This design comes from an exercise in tuning for small area, a short achievable clock period and few clock cycles on the open sky130 flow, not from production work. In this exercise RTL edits were held to simulation tests only and were not proved equivalent to the original. Power and IR drop assume default switching activity.

## design/flow/config.mk

```make
export PLATFORM = sky130hd
export DESIGN_NAME = pae_a_encoder
export DESIGN_NICKNAME = pae_a_encoder
export VERILOG_FILES = /design/flow/design.v
export SDC_FILE = /design/flow/constraint.sdc
export NUM_CORES = 4
export LEC_CHECK = 0
export CAP_MARGIN = 20
export CORE_MARGIN = 2
export CORE_UTILIZATION = 40
export PLACE_DENSITY = 0.6
export SLEW_MARGIN = 20
```

## design/flow/constraint.sdc

```tcl
create_clock -name core_clock -period 7.0 [get_ports {clk}]
set_input_delay 1.4000 -clock core_clock [delete_from_list [all_inputs] [get_ports {clk}]]
set_output_delay 1.4000 -clock core_clock [all_outputs]
set_load 0.01 [all_outputs]
```

## design/flow/run.sh

```bash
#!/bin/bash
# synth_recipe.tcl (not shown) runs the flow's synth.tcl, then flattens the netlist and writes it again
# the make line also repeats each setting of config.mk as NAME=value (left out here)
make -C /OpenROAD-flow-scripts/flow DESIGN_CONFIG=/design/flow/config.mk WORK_HOME=/design/flow/orfs CLKGATE_MAP_FILE= SYNTH_SCRIPT=/design/flow/synth_recipe.tcl finish
```

## design/flow/design.v

```verilog
module pae_a_encoder (
    input  wire       clk,
    input  wire       rst,
    input  wire       start,
    input  wire [3:0] cfg_width,
    input  wire       cfg_swap,
    input  wire [1:0] cfg_mode,
    output wire       busy,
    output wire       done,
    input  wire       in_valid,
    input  wire [7:0] in_data,
    output wire       in_ready,
    output wire       out_valid,
    output wire [7:0] out_data,
    input  wire       out_ready
);
    localparam [3:0] S_IDLE   = 4'd0,
                     S_HDR    = 4'd1,    
                     S_PSTART = 4'd2,    
                     S_SCAN   = 4'd3,    
                     S_RUN1   = 4'd4,    
                     S_RUN0   = 4'd5,    
                     S_ROFF   = 4'd6,    
                     S_DHI    = 4'd7,    
                     S_DLO    = 4'd8,    
                     S_MODE0  = 4'd9,
                     S_MODE1  = 4'd10,
                     S_FLUSH  = 4'd11,   
                     S_DRAIN  = 4'd12,   
                     S_DONE   = 4'd13;
    reg [3:0]  state;
    reg [3:0]  w;
    reg        swp;
    reg [1:0]  md;
    reg [12:0] npairs;
    reg [7:0]  ibyte;
    reg [2:0]  ipairs;          
    wire       have_pair = (ipairs != 3'd0);
    wire [1:0] pair      = ibyte[7:6];
    reg        plane;
    reg [12:0] pcnt;            
    reg        rle;
    reg [12:0] count;           
    reg        run_last;        
    reg [1:0]  pend;            
    reg        term;            
    reg [8:0]  hsr;
    reg [3:0]  hcnt;
    reg [3:0]  cls;             
    reg [3:0]  ccnt;
    reg [11:0] roff;            
    reg [3:0]  rcnt;
    reg [6:0]  osr;
    reg [2:0]  ocnt;
    reg [7:0]  obuf;
    reg        ofull;
    wire can_emit = !ofull || out_ready;
    assign busy      = (state != S_IDLE) && (state != S_DONE);
    assign done      = (state == S_DONE);
    assign out_valid = ofull;
    assign out_data  = obuf;
    assign in_ready  = !have_pair && ((state == S_PSTART) ||
                                      ((state == S_SCAN) && (pcnt != npairs)));
    wire [7:0] wsq = cfg_width * cfg_width;
    wire [13:0] cnt1 = {1'b0, count} + 14'd1;
    reg  [3:0]  run_cls;
    integer i;
    always @(*) begin
        run_cls = 4'd0;
        for (i = 2; i < 14; i = i + 1)
            if (cnt1[i]) run_cls = i - 1;
    end
    wire [13:0] run_base = (14'd2 << run_cls) - 14'd1;
    wire [13:0] run_off  = {1'b0, count} - run_base;
    reg        emit;
    reg        ebit;
    always @(*) begin
        emit = 1'b0;
        ebit = 1'b0;
        case (state)
        S_HDR:    begin emit = 1'b1; ebit = hsr[8]; end
        S_PSTART: begin emit = have_pair; ebit = (pair != 2'd0); end
        S_RUN1:   begin emit = (ccnt != 4'd0); ebit = 1'b1; end
        S_RUN0:   begin emit = 1'b1; ebit = 1'b0; end
        S_ROFF:   begin emit = 1'b1; ebit = roff[11]; end
        S_DHI:    begin emit = 1'b1; ebit = pend[1]; end
        S_DLO:    begin emit = 1'b1; ebit = pend[0]; end
        S_MODE0:  begin emit = 1'b1; ebit = (md != 2'd0); end
        S_MODE1:  begin emit = 1'b1; ebit = md[1]; end
        default:  ;
        endcase
    end
    wire step = can_emit;       
    always @(posedge clk) begin
        if (rst) begin
            state  <= S_IDLE;
            ofull  <= 1'b0;
            ipairs <= 3'd0;
        end else begin
            if (ofull && out_ready)
                ofull <= 1'b0;
            if (in_ready && in_valid) begin
                ibyte  <= in_data;
                ipairs <= 3'd4;
            end
            if (emit && step) begin
                if (ocnt == 3'd7) begin
                    obuf  <= {osr, ebit};
                    ofull <= 1'b1;
                    ocnt  <= 3'd0;
                end else begin
                    osr  <= {osr[5:0], ebit};
                    ocnt <= ocnt + 3'd1;
                end
            end
            case (state)
            S_IDLE, S_DONE: begin
                if (start) begin
                    w      <= cfg_width;
                    swp    <= cfg_swap;
                    md     <= cfg_mode;
                    npairs <= {wsq, 5'd0};
                    hsr    <= {cfg_width, cfg_width, cfg_swap};
                    hcnt   <= 4'd0;
                    ocnt   <= 3'd0;
                    ipairs <= 3'd0;
                    plane  <= 1'b0;
                    pcnt   <= 13'd0;
                    state  <= S_HDR;
                end else begin
                    state <= S_IDLE;
                end
            end
            S_HDR: if (step) begin
                hsr  <= {hsr[7:0], 1'b0};
                hcnt <= hcnt + 4'd1;
                if (hcnt == 4'd8)
                    state <= S_PSTART;
            end
            S_PSTART: if (have_pair && step) begin
                rle   <= (pair == 2'd0);
                count <= 13'd0;
                pcnt  <= 13'd0;
                state <= S_SCAN;
            end
            S_SCAN: begin
                if (pcnt == npairs) begin
                    if (rle) begin
                        run_last <= 1'b1;
                        state    <= S_RUN1;
                        ccnt     <= run_cls;
                        cls      <= run_cls;
                    end else begin
                        state <= plane ? S_FLUSH : S_MODE0;
                    end
                end else if (have_pair) begin
                    ibyte  <= {ibyte[5:0], 2'b00};
                    ipairs <= ipairs - 3'd1;
                    pcnt   <= pcnt + 13'd1;
                    if (rle) begin
                        if (pair == 2'd0) begin
                            count <= count + 13'd1;
                        end else begin
                            pend     <= pair;
                            term     <= 1'b0;
                            run_last <= 1'b0;
                            ccnt     <= run_cls;
                            cls      <= run_cls;
                            state    <= S_RUN1;
                        end
                    end else begin
                        pend  <= pair;
                        term  <= (pair == 2'd0);
                        state <= S_DHI;
                    end
                end
            end
            S_RUN1: begin
                if (ccnt == 4'd0) begin
                    state <= S_RUN0;
                end else if (step) begin
                    ccnt <= ccnt - 4'd1;
                end
            end
            S_RUN0: if (step) begin
                roff  <= run_off[11:0] << (4'd11 - cls);
                rcnt  <= cls;
                state <= S_ROFF;
            end
            S_ROFF: if (step) begin
                roff <= {roff[10:0], 1'b0};
                rcnt <= rcnt - 4'd1;
                if (rcnt == 4'd0) begin
                    if (run_last) begin
                        state <= plane ? S_FLUSH : S_MODE0;
                    end else begin
                        rle   <= 1'b0;
                        state <= S_DHI;
                    end
                end
            end
            S_DHI: if (step) state <= S_DLO;
            S_DLO: if (step) begin
                if (term) begin
                    rle   <= 1'b1;
                    count <= 13'd1;
                end
                state <= S_SCAN;
            end
            S_MODE0: if (step) begin
                if (md != 2'd0) begin
                    state <= S_MODE1;
                end else begin
                    plane <= 1'b1;
                    state <= S_PSTART;
                end
            end
            S_MODE1: if (step) begin
                plane <= 1'b1;
                state <= S_PSTART;
            end
            S_FLUSH: begin
                if (ocnt == 3'd0) begin
                    state <= S_DRAIN;
                end else if (step) begin
                    obuf  <= {osr, 1'b0} << (3'd7 - ocnt);
                    ofull <= 1'b1;
                    ocnt  <= 3'd0;
                    state <= S_DRAIN;
                end
            end
            S_DRAIN: if (!ofull || out_ready) state <= S_DONE;
            default: state <= S_IDLE;
            endcase
        end
    end
endmodule
```

==> reports/metrics.cfg <==
[floorplan]
rows=51
io_pins=32
die_w_um=144
dieArea_mm2=0.0206
coreArea_mm2=0.0193
die_h_um=144
start_util=0.405

[sta]
drv_slew=0
finalSetupViolCount=0
rsz0062_at_grt=no
fmax_mhz=191
tightest_slew_ns=0.998
fin_crit_ns=5.24
hold_violations=0
fin_tns_setup_ns=0
fin_crit_sh=0.749
slew_headroom=0.332
fin_worst_skew_ns=0.0123

[critical_path]
path_buf_inv=0
end_kind=flip-flop
cp_top_family=compound AO/OA/AOI/OAI gates
crit_start=count[0]
slowest_stage=edfxtp_1
cp.required_ns=7.12
start_kind=flip-flop
crit_path_max_incr_delay_ns=0.61
critPathArrivalTime_ns=5.36
critPathKind=reg -> reg
cp_cell_sequence=ha_1, and4_1, nand4_4, mux2i_1, o211ai_1, o211ai_2, a21oi_2, nand3_1, ha_1, ha_1, a21oi_1, nor2_1, o41ai_2, nor3_1, nor4_1, o221ai_1, a221o_1
cp_common_cell=ha_1
worstPathMaxFanout=12
r2r_start=count[0]

[run]
maxCapViolCount=0

[detailed_routing]
totalWireLength_um=17500
avgRoutedWirePerCell_um=15.8
first_pass_iters=5
vias=6147
drc=0
vias_per_cell=5.54
drtIter0Drc=636
ant_nets=0

[power_and_ir_drop]
clkPwrFrac=0.224
finalPower_mw=2.30
seq_power_share=0.432
p_int_mw=1.46
power.leakage_nw=3.10
power_frac_comb=0.345
swShare=0.366
irDropWorstVdd_mv=0.128
p_switching_mw=0.844
power_density_mw_per_mm2=267

[global_route]
grt_usage=0.175
grt-busiest-layer=met2
use_met3=0.0317
use_met1=0.255
grt_pass1_vias=5688
grt.met2_usage=0.262
grt-ovfl-total=0
antenna_found_initial=0
grt_max_degree=30
grt_pass1_wl_um=28900

[clock_network]
hold_buffers=0
clockBufferDepth=2
cts_root_buf=clkbuf_16
h-tree-depth=3
clk_pin_slew_ns=0.08
clk_latency_ns=0.36
clock-sinks=112
cts_buffers=9
post-cts-setup-buffer-count=0
cts_tree=yes
cts_resized=0

[finish]
antenna_cells=0
fin_nets=896
final_layout_size_suffix_gt1_frac=0.0663
stdcell_count=1110
syn_to_final_growth_pct=10.5
fillers=1938

[yosys]
synth_common_cells=104 x edfxtp_1, 92 x nand2_1, 85 x nor2_1, 41 x a21oi_1, 38 x o21ai_0
synth_edf_count=104
syn_inst=837
yosysTopAreaCell=edfxtp_1
synth_fp_nets=893
ys_warn_count=1
synth_seq_area_share=0.421
synth_compound_area_frac=0.153
synthFlopType=edfxtp_1
synth.area.mux_share=0.0431
yosys.area_share.simple=0.224
synth_top_area_share=0.400
synth-seq-cells=112
synth_cell_types=81
synth.cell_area_mm2=0.00780
synthMostInstantiatedCell=edfxtp_1
synthAdderAreaFrac=0.0587
synth_async_sr_flop_share=0
synth_top_family_by_area=simple AND/OR/NAND/NOR gates
synthTopCellsByArea=edfxtp_1 40%, ha_1 5.6%, nand2_1 4.4%, nor2_1 4.1%, mux2i_1 3.6%
avgSynthCellArea_um2=9.32
synthXorXnorAreaFrac=0.0539

[placed_design]
io_buffers=31
gp_congestion=0.865
dp_hpwl_um=12900
dp.cells=1094

[worst_hold_path]
hp-class=reg -> reg
hp-start=ipairs[1]

[status]
status=finished clean

sequential cells by signal, summed over array words and instances, names as in the netlist, 4 cells and up:
register,flops
ibyte,8
osr,7
pcnt,13
hsr,9
count,13
npairs,7
hcnt,4
rcnt,4
cls,4
ccnt,4
state,4
roff,12
obuf,8
routing by layer:
layer  vias to the layer above  part of all wire  wire (um)
li1                       3077                 -          -
met1                      2900              0.49       8610
met2                       144              0.44       7670
met3                        26             0.050        872
met4                         0             0.021        366
met5                         -                 0          0
power by group through the flow:
stage	combinational (mW)	sequential, mW	clock, mW
floorplan	0.646	0.943	0
global placement	0.784	1.01	0
detailed placement	0.786	1.01	0
CTS	0.792	0.994	0.526
global route	0.895	1.01	0.554
finish	0.794	0.994	0.515
stage by stage:
stage	setup WS (ns)	instance area, um2	utilization	hold slack (ns)
after floorplan	2.60	7800	-	0.454
after global placement	1.95	8310	0.431	0.469
after detailed placement	1.80	8310	0.431	0.477
after CTS	1.79	8610	0.447	0.495
after global routing	1.20	8620	0.447	0.531
final	1.76	8620	0.447	0.494
cells in the final DEF (no fill, tap or decap), types with 5 or more instances in the layout:
master	n
buf_4	13
and2_1	11
a211oi_1	9
ha_1	35
xnor2_1	29
clkbuf_16	9
nor2_1	84
nand2b_1	22
nor2b_1	13
clkdlybuf4s50_1	31
or3_1	6
nor3_1	20
o21ai_1	11
nand4_1	11
mux2i_1	28
mux2_2	5
nand2_1	92
inv_1	30
nand3_1	35
o211ai_1	6
nor4_1	6
o21ai_0	38
xor2_1	19
a21o_1	9
and3_1	10
dfxtp_1	8
a31oi_1	7
a21oi_1	41
edfxtp_1	104
o22ai_1	5
path summary, 6_finish.rpt:
path | slack [ns] | cells past startpoint | end
max | 1.76 | 17 | roff[9]
min reg2reg | 0.49 | 2 | ipairs[1]
max reg2reg | 1.76 | 17 | roff[9]
min | 0.49 | 2 | ipairs[1]
cells by family (layout without fill, tap and decap cells):
group | count (synthesis) | after routing
mux | 33 | 33
xor+xnor | 48 | 48
fa+ha+maj | 36 | 36
compound gates | 181 | 181
flops | 112 | 112
simple gates | 345 | 345
buf+inv | 82 | 90
cell type report:
class / count / area, um2 / area share
timing repair buffer: 44 / 408 / 0.0473
inverter: 30 / 113 / 0.0131
sequential: 112 / 3280 / 0.381
tap: 265 / 332 / 0.0385
multi-input combinational: 643 / 4190 / 0.486
clock buffer: 9 / 225 / 0.0261
clock inverter: 7 / 71.3 / 0.00827
tightest hold or removal path: stages (launching register included):
cell	delay, ns
dfxtp_1	0.33
a21oi_1	0.06
nor2_1	0.07
Testbench counts, summed over its fixed seeds: cycles 338,093.

==> static timing again, ports no longer ideal <==
In the flow no input, the clock included, has a driving cell. The finished layout below was timed again as built, in two steps.
Step 1 sets driving cells, clkbuf_16 on the clock port and buf_2 on the other inputs (assumed; they add their load-dependent delay and slew).
Step 2 also shifts input and output timing later by t, the mid clock arrival at the registers, as if the neighbouring blocks saw the same clock.
a / b / c = ideal ports / drivers / drivers and shift; a / b = the first two.
t (ns): 0.401
setup slack, ns: 1.759 / 1.759 / 1.759
hold WS [ns]: 0.494 / 0.494 / 0.494
pins driven straight from the clock port: 1
After both steps this run still meets setup and hold. The setup slack of this run moves by 0.000 ns with the drivers and by 0.000 ns with both steps.
